Background: an optimization exercise with open tools, aiming at small area, a short achievable clock period and few clock cycles. Do not read the settings as production practice. The RTL was checked by simulation tests, not by an equivalence proof against the original design. Power is estimated from default activity; no workload was simulated.

`design/flow/design.v`:
```
module frame_tx (
    input  wire        clk,
    input  wire        rst,           
    input  wire        cmd_valid,
    output wire        cmd_ready,
    input  wire [7:0]  cmd_type,
    input  wire [15:0] cmd_len,
    input  wire        pl_valid,
    output wire        pl_ready,
    input  wire [7:0]  pl_byte,
    output wire        tx_valid,
    input  wire        tx_ready,
    output wire [7:0]  tx_byte
);
    localparam [2:0] S_IDLE = 3'd0;    
    localparam [2:0] S_FILL = 3'd1;    
    localparam [2:0] S_CODE = 3'd2;    
    localparam [2:0] S_DATA = 3'd3;    
    localparam [2:0] S_TERM = 3'd4;    
    function [15:0] crc_step;
        input [15:0] acc_in;
        input [7:0]  b;
        reg   [15:0] acc;
        integer      k;
        begin
            acc = acc_in ^ {b, 8'h00};
            for (k = 0; k < 8; k = k + 1)
                acc = acc[15] ? ({acc[14:0], 1'b0} ^ 16'h1021) : {acc[14:0], 1'b0};
            crc_step = acc;
        end
    endfunction
    reg [2:0]  state;
    reg [7:0]  seq_next;
    reg [7:0]  f_type, f_seq;
    reg [15:0] f_len;
    reg [16:0] ridx;         
    reg        raw_done;     
    reg        final_grp;    
    reg [15:0] crc;
    reg [7:0]  gbuf [0:253];   
    reg [7:0]  cnt;            
    reg [7:0]  flen;           
    reg [7:0]  code;           
    reg [7:0]  rd;             
    wire [16:0] pay_end = {1'b0, f_len} + 17'd6;
    wire        at_pay  = (ridx >= 17'd6) && (ridx < pay_end);
    reg  [7:0]  raw;
    always @(*) begin
        case (ridx)
            17'd0:   raw = 8'hA5;
            17'd1:   raw = 8'h01;
            17'd2:   raw = f_type;
            17'd3:   raw = f_seq;
            17'd4:   raw = f_len[7:0];
            17'd5:   raw = f_len[15:8];
            default: begin
                if (at_pay)               raw = pl_byte;
                else if (ridx == pay_end) raw = crc[7:0];
                else                      raw = crc[15:8];
            end
        endcase
    end
    wire raw_take = (state == S_FILL) && !raw_done && (!at_pay || pl_valid);
    wire raw_last = (ridx == pay_end + 17'd1);
    assign cmd_ready = (state == S_IDLE);
    assign pl_ready  = (state == S_FILL) && !raw_done && at_pay;
    assign tx_valid  = (state == S_CODE) || (state == S_DATA) || (state == S_TERM);
    assign tx_byte   = (state == S_CODE) ? code :
                       (state == S_DATA) ? gbuf[rd] : 8'h00;
    always @(posedge clk) begin
        if (rst) begin
            state     <= S_IDLE;
            seq_next  <= 8'd0;
            ridx      <= 17'd0;
            raw_done  <= 1'b0;
            final_grp <= 1'b0;
            cnt       <= 8'd0;
            flen      <= 8'd0;
            code      <= 8'd0;
            rd        <= 8'd0;
            crc       <= 16'hFFFF;
        end else begin
            case (state)
                S_IDLE: begin
                    if (cmd_valid) begin
                        f_type    <= cmd_type;
                        f_len     <= cmd_len;
                        f_seq     <= seq_next;
                        seq_next  <= seq_next + 8'd1;
                        ridx      <= 17'd0;
                        raw_done  <= 1'b0;
                        final_grp <= 1'b0;
                        cnt       <= 8'd0;
                        crc       <= 16'hFFFF;
                        state     <= S_FILL;
                    end
                end
                S_FILL: begin
                    if (raw_done) begin
                        flen      <= cnt;
                        code      <= cnt + 8'd1;
                        final_grp <= 1'b1;
                        state     <= S_CODE;
                    end else if (raw_take) begin
                        ridx <= ridx + 17'd1;
                        if (raw_last)
                            raw_done <= 1'b1;
                        if (ridx >= 17'd1 && ridx < pay_end)
                            crc <= crc_step(crc, raw);
                        if (raw == 8'h00) begin
                            flen  <= cnt;
                            code  <= cnt + 8'd1;
                            state <= S_CODE;
                        end else begin
                            gbuf[cnt] <= raw;
                            if (cnt == 8'd253) begin
                                flen  <= 8'd254;
                                code  <= 8'hFF;
                                state <= S_CODE;
                            end else begin
                                cnt <= cnt + 8'd1;
                            end
                        end
                    end
                end
                S_CODE: begin
                    if (tx_ready) begin
                        rd <= 8'd0;
                        if (flen != 8'd0)
                            state <= S_DATA;
                        else begin
                            cnt   <= 8'd0;
                            state <= final_grp ? S_TERM : S_FILL;
                        end
                    end
                end
                S_DATA: begin
                    if (tx_ready) begin
                        rd <= rd + 8'd1;
                        if (rd + 8'd1 == flen) begin
                            cnt   <= 8'd0;
                            state <= final_grp ? S_TERM : S_FILL;
                        end
                    end
                end
                S_TERM: begin
                    if (tx_ready)
                        state <= S_IDLE;
                end
                default: state <= S_IDLE;
            endcase
        end
    end
endmodule
```
`design/flow/run.sh`:
```
#!/bin/bash
# synth_recipe.tcl (not shown) runs the flow's synth.tcl, then flattens the netlist and writes it again
# the make line also repeats each setting of config.mk as NAME=value (left out here)
make -C /OpenROAD-flow-scripts/flow DESIGN_CONFIG=/design/flow/config.mk WORK_HOME=/design/flow/orfs CLKGATE_MAP_FILE= SYNTH_SCRIPT=/design/flow/synth_recipe.tcl finish
```
`design/flow/config.mk`:
```
export PLATFORM = sky130hd
export DESIGN_NAME = frame_tx
export DESIGN_NICKNAME = frame_tx
export VERILOG_FILES = /design/flow/design.v
export SDC_FILE = /design/flow/constraint.sdc
export NUM_CORES = 4
export LEC_CHECK = 0
export CAP_MARGIN = 20
export CORE_MARGIN = 2
export CORE_UTILIZATION = 40
export PLACE_DENSITY = 0.6
export SLEW_MARGIN = 20
```
`design/flow/constraint.sdc`:
```
create_clock -name core_clock -period 7.0 [get_ports {clk}]
set_input_delay 1.4000 -clock core_clock [delete_from_list [all_inputs] [get_ports {clk}]]
set_output_delay 1.4000 -clock core_clock [all_outputs]
set_load 0.01 [all_outputs]
```
==> out/metrics.cfg <==
[synthesis]
syn_area_um2 = 85450
ys_ff_latch = 2150
seq_area_frac_synth = 0.7454
netlist.area_leader.share = 0.7253
ys_top_cells_by_area = edfxtp_1 73%, mux4_2 17%, dfxtp_1 2.0%
synth_edf_count = 2064
yosysTopAreaCell = edfxtp_1
netlist_instances = 4043
synth.distinct_cells = 78
ys_async_sr_fraction = 0
syn_nets = 4109
ys.flop_type = edfxtp_1
yosysWarnings = 1
synth_area_per_cell_um2 = 21.14

[floorplan]
die_y_um = 466.2
coreArea_um2 = 212300
rows = 169
die-area_um2 = 217300
fp.dieW_um = 466.2
initial_core_util = 0.4025
io_pins = 48

[power]
total_power_mw = 27.02
vdd_drop_max_mv = 0.2791
p_leak_nw = 29.03
powerDensity_nw_per_um2 = 276.5

[sta]
timing.fmax_mhz = 147.2
hold_viol = 0
fin_tns_setup_ns = 0
setup_viol_count_final = 0
fin_crit_sh = 0.9705
rsz0062_at_grt = no
slew_headroom = 0.2374
period_needed_ns = 6.794
holdWs_ns = 0.4592
fin_skew_ns = 0.06069
tightestPinTransition_ns = 1.140
timing.final.ws_setup_ns = 0.2062
final_max_slew_viol_count = 0

[worst_setup_path]
start_kind = flop
crit_family = multiplexers
worstPathMaxFanout = 31
cp.arrival_ns = 5.39
crit_slowest_cell = clkdlybuf4s50_1
path_cells = buf_12, buf_12, buf_12, buf_4, mux4_2, mux4_2, mux2i_1, a21oi_1, mux2_2, a21oi_1, o21ai_0, clkdlybuf4s50_1
critPathKind = flop to primary output
critPathRequiredTime_ns = 5.60
max_stage_delay_ns = 0.61
critPathCaptureType = primary output
cp.buffers_inverters = 5
cp_common_cell = buf_12

[detailed_routing]
antenna_left = 0
drc = 0
wire_per_inst_um = 28.92
viasPerCell = 5.689
wirelength_um = 208900
drt_iter0_drc = 4766
vias = 41090
dr.pass1.iters = 6

[grt]
grt_max_degree = 251
grt_overflow = 0
grt_antenna_before_repair = 7
grt_pass1_vias = 42040
grt_first_pass_wirelength_um = 305500
gr-usage-all-layers = 0.1929

[clock_tree]
clk_path_buf_depth = 3
cts.clk_slew.worst_paths_ns = 0.06
insertion_delay_ns = 0.87
ctsHoldBuffers = 0
cts_tree = done
cts_buffers = 211
cts_htree_levels = 4
root_buffer = clkbuf_16
clkSinkCount = 2150

[finish]
stdcell_count = 7224
antenna_cells = 0
fillers = 17560
area_delta_synth_final_pct = 14.34
nets = 4284
design_area_um2 = 97710
final_util = 0.4602
drive_gt1_frac = 0.2957

[place]
dpl.hpwl_um = 127800
gp_congestion = 0.8455
place_ws_ns = 0.4990
dp.cells = 6820
placed_cell_area_um2 = 90650
port_buffers = 47

[worst_hold_path]
hold_path_class = flop to flop

[status]
status = finished clean

[job]
max_cap_viol_count = 0

layout make-up:
class / instances / area [µm²] / area share
inverter: 22 / 82.58 / 0.0008452
timing repair buffer: 198 / 2098 / 0.02148
multi-input combinational: 1635 / 21330 / 0.2183
clock inverter: 146 / 1498 / 0.01533
tap: 2821 / 3530 / 0.03613
clock buffer: 252 / 5444 / 0.05572
sequential: 2150 / 63720 / 0.6522
layer usage:
metal / vias to the layer above / track usage / wire length, µm
met5: - / 0 / 0
met4: 0 / 0.05011 / 4794
met3: 269 / 0.03205 / 13730
met2: 1513 / 0.3087 / 100700
met1: 22070 / 0.2760 / 89700
li1: 17240 / - / -
where the power goes:
| group | internal [mW] | leakage, nW | switching, mW |
|---|---|---|---|
| clock | 6.28 | 3.35 | 5.01 |
| combinational | 0.199 | 6.23 | 0.907 |
| sequential | 14.6 | 19.5 | 0.0287 |
| total | 21.1 | 29.0 | 5.94 |
placed cells by master (no fill, tap or decap), drive strengths merged, types with 41 or more instances in the layout:
cell type,n
clkinv,105
nand2,76
buf,151
xor2,50
a21oi,56
mux4,659
edfxtp,2064
clkdlybuf4s50,47
dfxtp,86
o21ai,41
clkbuf,252
nor2,336
cell families after synthesis:
| kind of cell | after synthesis | share of synthesized area |
|---|---|---|
| compound gates | 224 | 0.01864 |
| xor+xnor | 90 | 0.009224 |
| fa+ha+maj | 29 | 0.004246 |
| buf+inv | 258 | 0.01214 |
| flops | 2150 | 0.7454 |
| mux | 697 | 0.1784 |
| simple gates | 595 | 0.03192 |
sequential cells by signal, indices dropped and copies added, names as in the netlist, named ones only:
| register | cells |
|---|---|
| ridx | 17 |
| f_type | 8 |
| crc | 16 |
| code | 8 |
| final_grp | 1 |
| f_len | 16 |
| f_seq | 8 |
| gbuf | 2032 |
| seq_next | 8 |
| raw_done | 1 |
| rd | 8 |
| state | 3 |
| flen | 8 |
| cnt | 8 |
Yosys cell counts, types with 20 or more instances:
master    count
mux2i_1      20
mux4_2      659
buf_2        44
edfxtp_1   2064
buf_1        59
clkbuf_1    128
inv_1        20
nand4_1      28
nor2_1      336
o21ai_0      35
xnor2_1      40
nand2_1      75
xor2_1       50
a21oi_1      56
ha_1         29
nand3_1      31
dfxtp_1      86
worst reg2reg max path, delay by kind of cell, from the launching register on:
family          cells  cell delay [ns]
buf+inv             2             0.45
fa+ha+maj           1             0.31
flops               1             0.57
simple gates        7             2.70
compound gates      5             1.51
xor+xnor            1             0.40
worst paths after layout:
kind | from | to | slack, ns | depth (start not counted)
max | flop | tx_byte[0] | 0.21 | 12
min | seq_next[7]$_SDFFE_PP0P_ | f_seq[7]$_DFFE_PP_ | 0.46 | 0
max reg2reg | f_len[5]$_DFFE_PP_ | gbuf[99][1]$_DFFE_PP_ | 0.68 | 16
min reg2reg | seq_next[7]$_SDFFE_PP0P_ | f_seq[7]$_DFFE_PP_ | 0.46 | 0
repair_timing:
| item | in CTS | in global routing |
|---|---|---|
| hold endpoints to repair | 0 | 0 |
| resized for setup | 2 | 0 |
| endpoints found under the setup margin | 4 | 0 |
| setup buffers | 5 | 0 |
Testbench counts, summed over its fixed seeds: cycles 298,080.

-- separate check: timing with driven ports --
No port has a modelled driver above. Below, the same layout with a new extraction and two added sets of constraints. Step 1 assumes that a clkbuf_16 drives the clock port and a buf_2 every other input. Step 2, shift: input delay + t, output delay - t, t = (earliest + latest rising clock arrival at the registers) / 2. This alone moves slack from input paths to output paths. Three values: ideal, step 1, step 2; two values: the first two.
t (ns): 0.940
setup slack, ns: 0.206 / 0.115 / 0.684
worst setup path at the end: register to register
latest minus earliest clock arrival (ns): 0.070 / 0.070
cell pins on the clock port's net: 1
After both steps setup and hold are still met in this run. For this run, drivers alone change the setup slack by -0.091 ns; drivers and shift together by +0.478 ns.
